Source: an optimization exercise on an open RTL-to-GDS flow (aim: small area). Production flows keep margins and buffers that such runs may drop.
Only simulation tests tie the RTL to the original design; equivalence was not proved.

**flow/run.sh**
```bash
#!/bin/bash
# synth_recipe.tcl (not shown) runs the flow's synth.tcl, then flattens the netlist and writes it again
# the make line also repeats each setting of config.mk as NAME=value (left out here)
make -C /OpenROAD-flow-scripts/flow DESIGN_CONFIG=/design/flow/config.mk WORK_HOME=/design/flow/orfs CLKGATE_MAP_FILE= SYNTH_SCRIPT=/design/flow/synth_recipe.tcl finish
```
**flow/config.mk**
```make
export PLATFORM = sky130hd
export DESIGN_NAME = ltce
export DESIGN_NICKNAME = ltce
export VERILOG_FILES = /design/flow/design.v
export SDC_FILE = /design/flow/constraint.sdc
export NUM_CORES = 4
export LEC_CHECK = 0
export CAP_MARGIN = 20
export CORE_MARGIN = 2
export CORE_UTILIZATION = 40
export SLEW_MARGIN = 20
```
**flow/constraint.sdc**
```tcl
create_clock -name core_clock -period 150.0 [get_ports {clk}]
set_input_delay 30.0000 -clock core_clock [delete_from_list [all_inputs] [get_ports {clk}]]
set_output_delay 30.0000 -clock core_clock [all_outputs]
set_load 0.01 [all_outputs]
```
**flow/design.v**
```verilog
module ltce_civil (
    input  wire [39:0] t,         
    input  wire [31:0] utcoff,    
    output wire [5:0]  sec,       
    output wire [5:0]  min,       
    output wire [4:0]  hour,      
    output wire [8:0]  doy,       
    output wire [6:0]  yy,        
    output wire [2:0]  wd,        
    output wire        leap       
);
    wire [40:0] l_full = {1'b0, t} + {{9{utcoff[31]}}, utcoff};
    wire [39:0] l = l_full[39:0];
    wire [34:0] l_min  = l / 40'd60;
    wire [28:0] l_hour = l_min / 35'd60;
    wire [23:0] day    = l_hour / 29'd24;
    assign sec  = l % 40'd60;
    assign min  = l_min % 35'd60;
    assign hour = l_hour % 29'd24;
    assign wd   = (day + 24'd4) % 24'd7;
    wire [24:0] z    = {1'b0, day} + 25'd719468;       
    wire [7:0]  era  = z / 25'd146097;
    wire [17:0] doe  = z - era * 25'd146097;           
    wire [8:0]  yoe  = (doe - doe / 18'd1460 + doe / 18'd36524 - doe / 18'd146096) / 18'd365;
    wire [8:0]  doym = doe - (yoe * 18'd365 + yoe / 9'd4 - yoe / 9'd100);  
    wire [15:0] ymar = {8'd0, era} * 16'd400 + {7'd0, yoe};
    wire        janfeb = (doym >= 9'd306);
    wire [15:0] year = janfeb ? ymar + 16'd1 : ymar;
    assign leap = (year % 16'd4 == 16'd0) &&
                  ((year % 16'd100 != 16'd0) || (year % 16'd400 == 16'd0));
    assign doy  = janfeb ? doym - 9'd305 : doym + 9'd60 + {8'd0, leap};
    assign yy   = year % 16'd100;
endmodule
module ltce_symbol (
    input  wire [39:0] t,
    input  wire [31:0] utcoff,
    output reg  [1:0]  sym
);
    localparam [1:0] MARK = 2'd0, ZERO = 2'd1, ONE = 2'd2;
    wire [5:0] sec, min;
    wire [4:0] hour;
    wire [8:0] doy;
    wire [6:0] yy;
    wire [2:0] wd;
    wire       leap;
    ltce_civil u_civil (
        .t(t), .utcoff(utcoff),
        .sec(sec), .min(min), .hour(hour), .doy(doy), .yy(yy), .wd(wd), .leap(leap)
    );
    wire [3:0] min_t  = min / 6'd10;
    wire [3:0] min_u  = min % 6'd10;
    wire [3:0] hour_t = hour / 5'd10;
    wire [3:0] hour_u = hour % 5'd10;
    wire [3:0] doy_h  = doy / 9'd100;
    wire [3:0] doy_t  = (doy % 9'd100) / 9'd10;
    wire [3:0] doy_u  = doy % 9'd10;
    wire [3:0] yy_t   = yy / 7'd10;
    wire [3:0] yy_u   = yy % 7'd10;
    wire [6:0] min_bits  = {min_t[2:0], min_u};               
    wire [5:0] hour_bits = {hour_t[1:0], hour_u};             
    wire [9:0] doy_bits  = {doy_h[1:0], doy_t, doy_u};        
    wire [7:0] yy_bits   = {yy_t, yy_u};                      
    wire       pa1 = ^hour_bits;
    wire       pa2 = ^min_bits;
    reg [7:0] word;
    always @(*) begin
        case (sec)
            6'd0:  word = 8'h00;  6'd1:  word = 8'hC0;  6'd2:  word = 8'hC1;
            6'd3:  word = 8'hC2;  6'd4:  word = 8'h40;  6'd5:  word = 8'hC3;
            6'd6:  word = 8'hC4;  6'd7:  word = 8'hC5;  6'd8:  word = 8'hC6;
            6'd9:  word = 8'h00;  6'd10: word = 8'h40;  6'd11: word = 8'h40;
            6'd12: word = 8'hC8;  6'd13: word = 8'hC9;  6'd14: word = 8'h40;
            6'd15: word = 8'hCA;  6'd16: word = 8'hCB;  6'd17: word = 8'hCC;
            6'd18: word = 8'hCD;  6'd19: word = 8'h00;  6'd20: word = 8'h40;
            6'd21: word = 8'h40;  6'd22: word = 8'hD0;  6'd23: word = 8'hD1;
            6'd24: word = 8'h40;  6'd25: word = 8'hD2;  6'd26: word = 8'hD3;
            6'd27: word = 8'hD4;  6'd28: word = 8'hD5;  6'd29: word = 8'h00;
            6'd30: word = 8'hD6;  6'd31: word = 8'hD7;  6'd32: word = 8'hD8;
            6'd33: word = 8'hD9;  6'd34: word = 8'h40;  6'd35: word = 8'h40;
            6'd36: word = 8'hF0;  6'd37: word = 8'hF1;  6'd38: word = 8'h40;
            6'd39: word = 8'h00;  6'd40: word = 8'h40;  6'd41: word = 8'hE0;
            6'd42: word = 8'hE1;  6'd43: word = 8'hE2;  6'd44: word = 8'hE3;
            6'd45: word = 8'hE4;  6'd46: word = 8'hE5;  6'd47: word = 8'hE6;
            6'd48: word = 8'hE7;  6'd49: word = 8'h00;  6'd50: word = 8'hE8;
            6'd51: word = 8'hE9;  6'd52: word = 8'hEA;  6'd53: word = 8'h40;
            6'd54: word = 8'h40;  6'd55: word = 8'h40;  6'd56: word = 8'h40;
            6'd57: word = 8'h40;  6'd58: word = 8'h40;  6'd59: word = 8'h00;
            default: word = 8'h00;   
        endcase
    end
    reg fbit;
    always @(*) begin
        case (word[5:0])
            6'h00: fbit = min_bits[6];
            6'h01: fbit = min_bits[5];
            6'h02: fbit = min_bits[4];
            6'h03: fbit = min_bits[3];
            6'h04: fbit = min_bits[2];
            6'h05: fbit = min_bits[1];
            6'h06: fbit = min_bits[0];
            6'h08: fbit = hour_bits[5];
            6'h09: fbit = hour_bits[4];
            6'h0A: fbit = hour_bits[3];
            6'h0B: fbit = hour_bits[2];
            6'h0C: fbit = hour_bits[1];
            6'h0D: fbit = hour_bits[0];
            6'h10: fbit = doy_bits[9];
            6'h11: fbit = doy_bits[8];
            6'h12: fbit = doy_bits[7];
            6'h13: fbit = doy_bits[6];
            6'h14: fbit = doy_bits[5];
            6'h15: fbit = doy_bits[4];
            6'h16: fbit = doy_bits[3];
            6'h17: fbit = doy_bits[2];
            6'h18: fbit = doy_bits[1];
            6'h19: fbit = doy_bits[0];
            6'h20: fbit = yy_bits[7];
            6'h21: fbit = yy_bits[6];
            6'h22: fbit = yy_bits[5];
            6'h23: fbit = yy_bits[4];
            6'h24: fbit = yy_bits[3];
            6'h25: fbit = yy_bits[2];
            6'h26: fbit = yy_bits[1];
            6'h27: fbit = yy_bits[0];
            6'h28: fbit = wd[2];
            6'h29: fbit = wd[1];
            6'h2A: fbit = wd[0];
            6'h30: fbit = pa1;
            6'h31: fbit = pa2;
            6'h38: fbit = leap;
            default: fbit = 1'b0;   
        endcase
    end
    always @(*) begin
        case (word[7:6])
            2'b00:   sym = MARK;
            2'b01:   sym = ZERO;
            2'b10:   sym = ONE;
            default: sym = fbit ? ONE : ZERO;
        endcase
    end
endmodule
module ltce (
    input  wire        clk,
    input  wire        rst_n,
    input  wire [1:0]  cmd,
    input  wire [39:0] load_t,
    input  wire [15:0] load_sis,
    input  wire [31:0] z_utcoff,
    output reg  [15:0] sample_o,
    output reg         amp_o,
    output wire        cont_o,
    output wire        valid_o,
    output wire        cfg_err_o
);
    localparam [1:0]  CMD_TICK = 2'b01, CMD_LOAD = 2'b10;
    localparam [15:0] FS      = 16'd48000;
    localparam [4:0]  TLEN    = 5'd18;
    localparam [15:0] TH_MARK = 16'd9600;    
    localparam [15:0] TH_ONE  = 16'd24000;   
    localparam [15:0] TH_ZERO = 16'd38400;   
    reg [39:0] t_q;
    reg [15:0] sis_q;
    reg [4:0]  wti_q;
    reg [15:0] thr_q;
    reg        valid_q;
    reg        cfg_err_q;
    assign cont_o    = 1'b1;
    assign valid_o   = valid_q;
    assign cfg_err_o = cfg_err_q;
    wire [39:0] t_next = t_q + 40'd1;
    wire [39:0] t_sym  = (cmd == CMD_LOAD) ? load_t : t_next;
    wire [1:0]  sym;
    ltce_symbol u_symbol (.t(t_sym), .utcoff(z_utcoff), .sym(sym));
    reg [15:0] thr_new;
    always @(*) begin
        case (sym)
            2'd0:    thr_new = TH_MARK;
            2'd2:    thr_new = TH_ONE;
            default: thr_new = TH_ZERO;
        endcase
    end
    reg [15:0] high_s, low_s;
    always @(*) begin
        case (wti_q)
            5'd0:  begin high_s =  16'sd0;     low_s =  16'sd0;    end
            5'd1:  begin high_s =  16'sd32269; low_s =  16'sd3226; end
            5'd2:  begin high_s = -16'sd11207; low_s = -16'sd1120; end
            5'd3:  begin high_s = -16'sd28377; low_s = -16'sd2837; end
            5'd4:  begin high_s =  16'sd21062; low_s =  16'sd2106; end
            5'd5:  begin high_s =  16'sd21062; low_s =  16'sd2106; end
            5'd6:  begin high_s = -16'sd28377; low_s = -16'sd2837; end
            5'd7:  begin high_s = -16'sd11207; low_s = -16'sd1120; end
            5'd8:  begin high_s =  16'sd32269; low_s =  16'sd3226; end
            5'd9:  begin high_s =  16'sd0;     low_s =  16'sd0;    end
            5'd10: begin high_s = -16'sd32269; low_s = -16'sd3226; end
            5'd11: begin high_s =  16'sd11207; low_s =  16'sd1120; end
            5'd12: begin high_s =  16'sd28377; low_s =  16'sd2837; end
            5'd13: begin high_s = -16'sd21062; low_s = -16'sd2106; end
            5'd14: begin high_s = -16'sd21062; low_s = -16'sd2106; end
            5'd15: begin high_s =  16'sd28377; low_s =  16'sd2837; end
            5'd16: begin high_s =  16'sd11207; low_s =  16'sd1120; end
            5'd17: begin high_s = -16'sd32269; low_s = -16'sd3226; end
            default: begin high_s = 16'sd0;    low_s =  16'sd0;    end
        endcase
    end
    wire        lead     = (sis_q < thr_q);    
    wire [15:0] sis_inc  = sis_q + 16'd1;
    wire [4:0]  wti_inc  = (wti_q == TLEN - 5'd1) ? 5'd0 : wti_q + 5'd1;
    always @(posedge clk) begin
        if (!rst_n) begin
            t_q       <= 40'd0;
            sis_q     <= 16'd0;
            wti_q     <= 5'd0;
            thr_q     <= 16'd0;
            valid_q   <= 1'b0;
            cfg_err_q <= 1'b0;
            sample_o  <= 16'd0;
            amp_o     <= 1'b0;
        end else begin
            sample_o <= 16'd0;
            amp_o    <= 1'b0;
            if (cmd == CMD_LOAD) begin
                if (!cfg_err_q) begin
                    if (load_sis >= FS) begin
                        cfg_err_q <= 1'b1;
                        valid_q   <= 1'b0;
                    end else begin
                        t_q     <= load_t;
                        sis_q   <= load_sis;
                        wti_q   <= 5'd0;
                        thr_q   <= thr_new;
                        valid_q <= 1'b1;
                    end
                end
            end else if (cmd == CMD_TICK && valid_q) begin
                sample_o <= lead ? high_s : low_s;
                amp_o    <= lead;
                wti_q    <= wti_inc;
                if (sis_inc == FS) begin
                    t_q   <= t_next;
                    sis_q <= 16'd0;
                    thr_q <= thr_new;
                end else begin
                    sis_q <= sis_inc;
                end
            end
        end
    end
endmodule
```
==> results.txt <==
==> cell type report <==
| type | count | area, sq um |
|---|---|---|
| fillers | 11520 | 63580 |
| clock inverters | 7 | 81.33 |
| clock buffers | 9 | 225.2 |
| multi-input cells | 5758 | 39430 |
| well taps | 1488 | 1862 |
| flip-flops and latches | 107 | 2142 |
| inverters | 388 | 1483 |
| repair buffers | 172 | 1562 |
==> cells in the mapped netlist, drive strengths merged, types with 76 or more instances <==
library cell / n
a21oi: 543
nand4: 90
inv: 375
nand3: 210
o211ai: 86
xnor2: 404
a31oi: 113
nor3: 187
xor2: 167
and2: 114
nand2: 697
a211oi: 80
dfxtp: 107
a21o: 81
o21ai: 504
mux2i: 122
ha: 265
o21a: 76
and3: 81
clkbuf: 109
nor2: 629
buf: 136
==> path summary, 6_finish.rpt <==
| check | from | to | slack, ns | depth (start not counted) |
|---|---|---|---|---|
| worst max-delay path | cmd[1] | thr_q[9]$_SDFFE_PN0P_ | 14.48 | 388 |
| worst min-delay path | low_s[2]$_DFF_P_ | sample_o[2]$_SDFF_PP0_ | 0.47 | 2 |
| worst max register to register | t_q[0]$_SDFFE_PN0P_ | thr_q[9]$_SDFFE_PN0P_ | 43.64 | 394 |
| worst min register to register | low_s[2]$_DFF_P_ | sample_o[2]$_SDFF_PP0_ | 0.47 | 2 |
==> layer usage <==
metal  GRT usage  share of wire  wire length (um)  vias to the layer above
li1            -              -                 -                    23910
met1      0.3038           0.44             62500                    22720
met2      0.4162           0.48             67230                     1528
met3     0.01560          0.044              6226                      241
met4     0.08121          0.034              4735                        0
met5           0              0                 0                        -
==> state kept, by name (all words and copies together) (netlist names) <==
register and count:
wti_q 5, t_q 40, sample_o 16, sis_q 16, amp_o 1, low_s 12, cfg_err_q 1, valid_q 1
high_s 9, thr_q 6
==> worst max-delay path, delay by kind of cell <==
| kind | cells | cell delay [ns] |
|---|---|---|
| compound gates | 181 | 48.06 |
| fa+ha+maj | 27 | 9.36 |
| mux | 16 | 4.96 |
| simple gates | 102 | 26.27 |
| buf+inv | 32 | 7.71 |
| xor+xnor | 30 | 9.10 |
==> stage by stage <==
stage                     worst slack, ns  instances
final                               14.48       7929
after global routing                4.533       7929
after CTS                           15.29       7929
after detailed placement            15.26       7913
after global placement              17.38       7913
after floorplan                     34.15       6501
==> kinds of logic after synthesis <==
| kind of cell | synth area share |
|---|---|
| AO/OA/AOI/OAI | 0.3442 |
| XOR/XNOR | 0.1164 |
| adder cells (fa/ha/maj) | 0.1149 |
| buffers and inverters | 0.06629 |
| flip-flops | 0.04823 |
| multiplexers | 0.04062 |
| other | 0.0001691 |
| AND/OR/NAND/NOR | 0.2692 |
==> reports/qor.yml <==
final_layout:
  final_area_sq_um: 46780
  final_cell_mix: "nand2_1 (692), nor2_1 (617), a21oi_1 (523)"
  final_layout_size_suffix_gt1_frac: 0.06319
  finish.net_count: 6861
  antenna_cells_inserted: 0
  most_common_cell_after_layout_fill_and_taps_aside: "nand2_1"
  post-route-util: 0.4239
  area_growth_syn_to_layout_pct: 5.336
floorplanning:
  fp.dieW_um: 337.2
  design.portCount: 112
  die-area_sq_um: 113700
  floorplan.die.height_um: 337.2
  initial_utilization: 0.4024
  placementRows: 122
  core_sq_um: 110400
global_route:
  grt_max_degree: 82
  gr-usage-all-layers: 0.2365
  first_global_vias: 43970
  grt_pass1_wl_mm: 227.5
  overflow: 0
  antenna_found_initial: 0
flow_run:
  cap_viol_max_count: 0
detailed_routing:
  num_vias: 48400
  routed_via_density: 6.104
  drt-total-wl_mm: 140.7
  remaining_drc_errors: 0
  detail_route.first_pass.iterations: 6
  routedWlPerCell_um: 17.74
  drt-initial-drc-count: 3888
  ant_nets: 0
logic_synthesis:
  yosysWarnings: 2
  synth.largest_area_cell: "xnor2_1"
  ys_dominant_reg_cell: "dfxtp_1"
  yosys.area.top_type_share: 0.07789
  postSynthRegisterBits: 107
  async_reset_ff_frac: 0
  avgSynthCellArea_sq_um: 6.836
  top_cells_by_area_synth: "xnor2_1 (7.8%), ha_1 (7.5%), a21oi_1 (5.9%)"
  synthDistinctLibCells: 174
  synth.cell_area_sq_um: 44410
  number_of_enable_type_register_cells_in_the_synthesized_netlist: 0
  synth.yosys.seq_area_share: 0.04823
  synthCells: 6497
clock_network:
  path_clk_slew_ns: 0.10
  clk_buf_depth: 2
  post_cts_resized: 0
  insertion_delay_ns: 0.42
  cts.sinks: 107
  cts_made_buffers: 9
  tritoncts_clock_tree: "built"
  cts-hold-fix-buffers: 0
  number_of_levels_in_the_clock_h_tree: 3
  post-cts-setup-buffer-count: 0
  clk_root_buffer_cell: "clkbuf_16"
critical_path:
  worstSetupStartpointType: "input pin"
  crit_slowest_cell: "o41ai_4"
  class_of_the_most_critical_setup_path: "in -> reg"
  worstPathMaxFanout: 81
  critical-path-top-cell-by-count: "a21oi_1"
  critPathCaptureType: "flip-flop"
  worst-endpoint-arrival_ns: 135.89
  critical_path.max_stage_delay_ns: 0.98
  critical_path_required_ns: 150.37
sta:
  finClkSkew_ns: 0.02410
  timing.slew.headroom: 0.2081
  timing.final.setup_violations: 0
  timing_max_transition_violations_final: 0
  final_period_minus_worst_setup_slack_ns: 135.52
  grt_setup_unrepaired: "false"
  worst_slew_pin_slew_ns: 1.180
  timing.final.crit_share: 0.9035
  holdWs_ns: 0.4684
  fmax_mhz: 7.379
  setup_tns_ns: 0
  hold_viol_final: 0
placement:
  post_dp_cell_area_sq_um: 46430
  numPortBuffers: 110
  final_weighted_congestion_of_routability_driven_global_placement: 0.9509
  hpwlAfterDp_mm: 112.6
worst_hold_path:
  hold_class: "reg -> reg"
run_status:
  run_status: "finished clean"

## static timing again, ports no longer ideal
Ports are ideal in the flow. The routed layout listed here was re-timed in OpenROAD. Step 1 sets driving cells, clkbuf_16 on the clock port and buf_2 on the other inputs (assumed; they add their load-dependent delay and slew). Step 2 moves the port delays by t, midway between the first and last clock arrival at a register: inputs arrive t later, outputs are due t later. That takes back most of the time a late clock gives input paths. Slacks: no drivers / after step 1 / after step 2; pairs: no drivers / after step 1.
t, ns: 0.465
setup WS [ns]: 14.477 / 14.510 / 14.045
hold slack, ns: 0.468 / 0.468 / 0.468
worst setup path after step 2: input to register
worst slew at a driven data input, ns: 0.08
After both steps setup and hold are still met in this run. For this run, drivers alone change the setup slack by +0.033 ns; drivers and shift together by -0.432 ns.
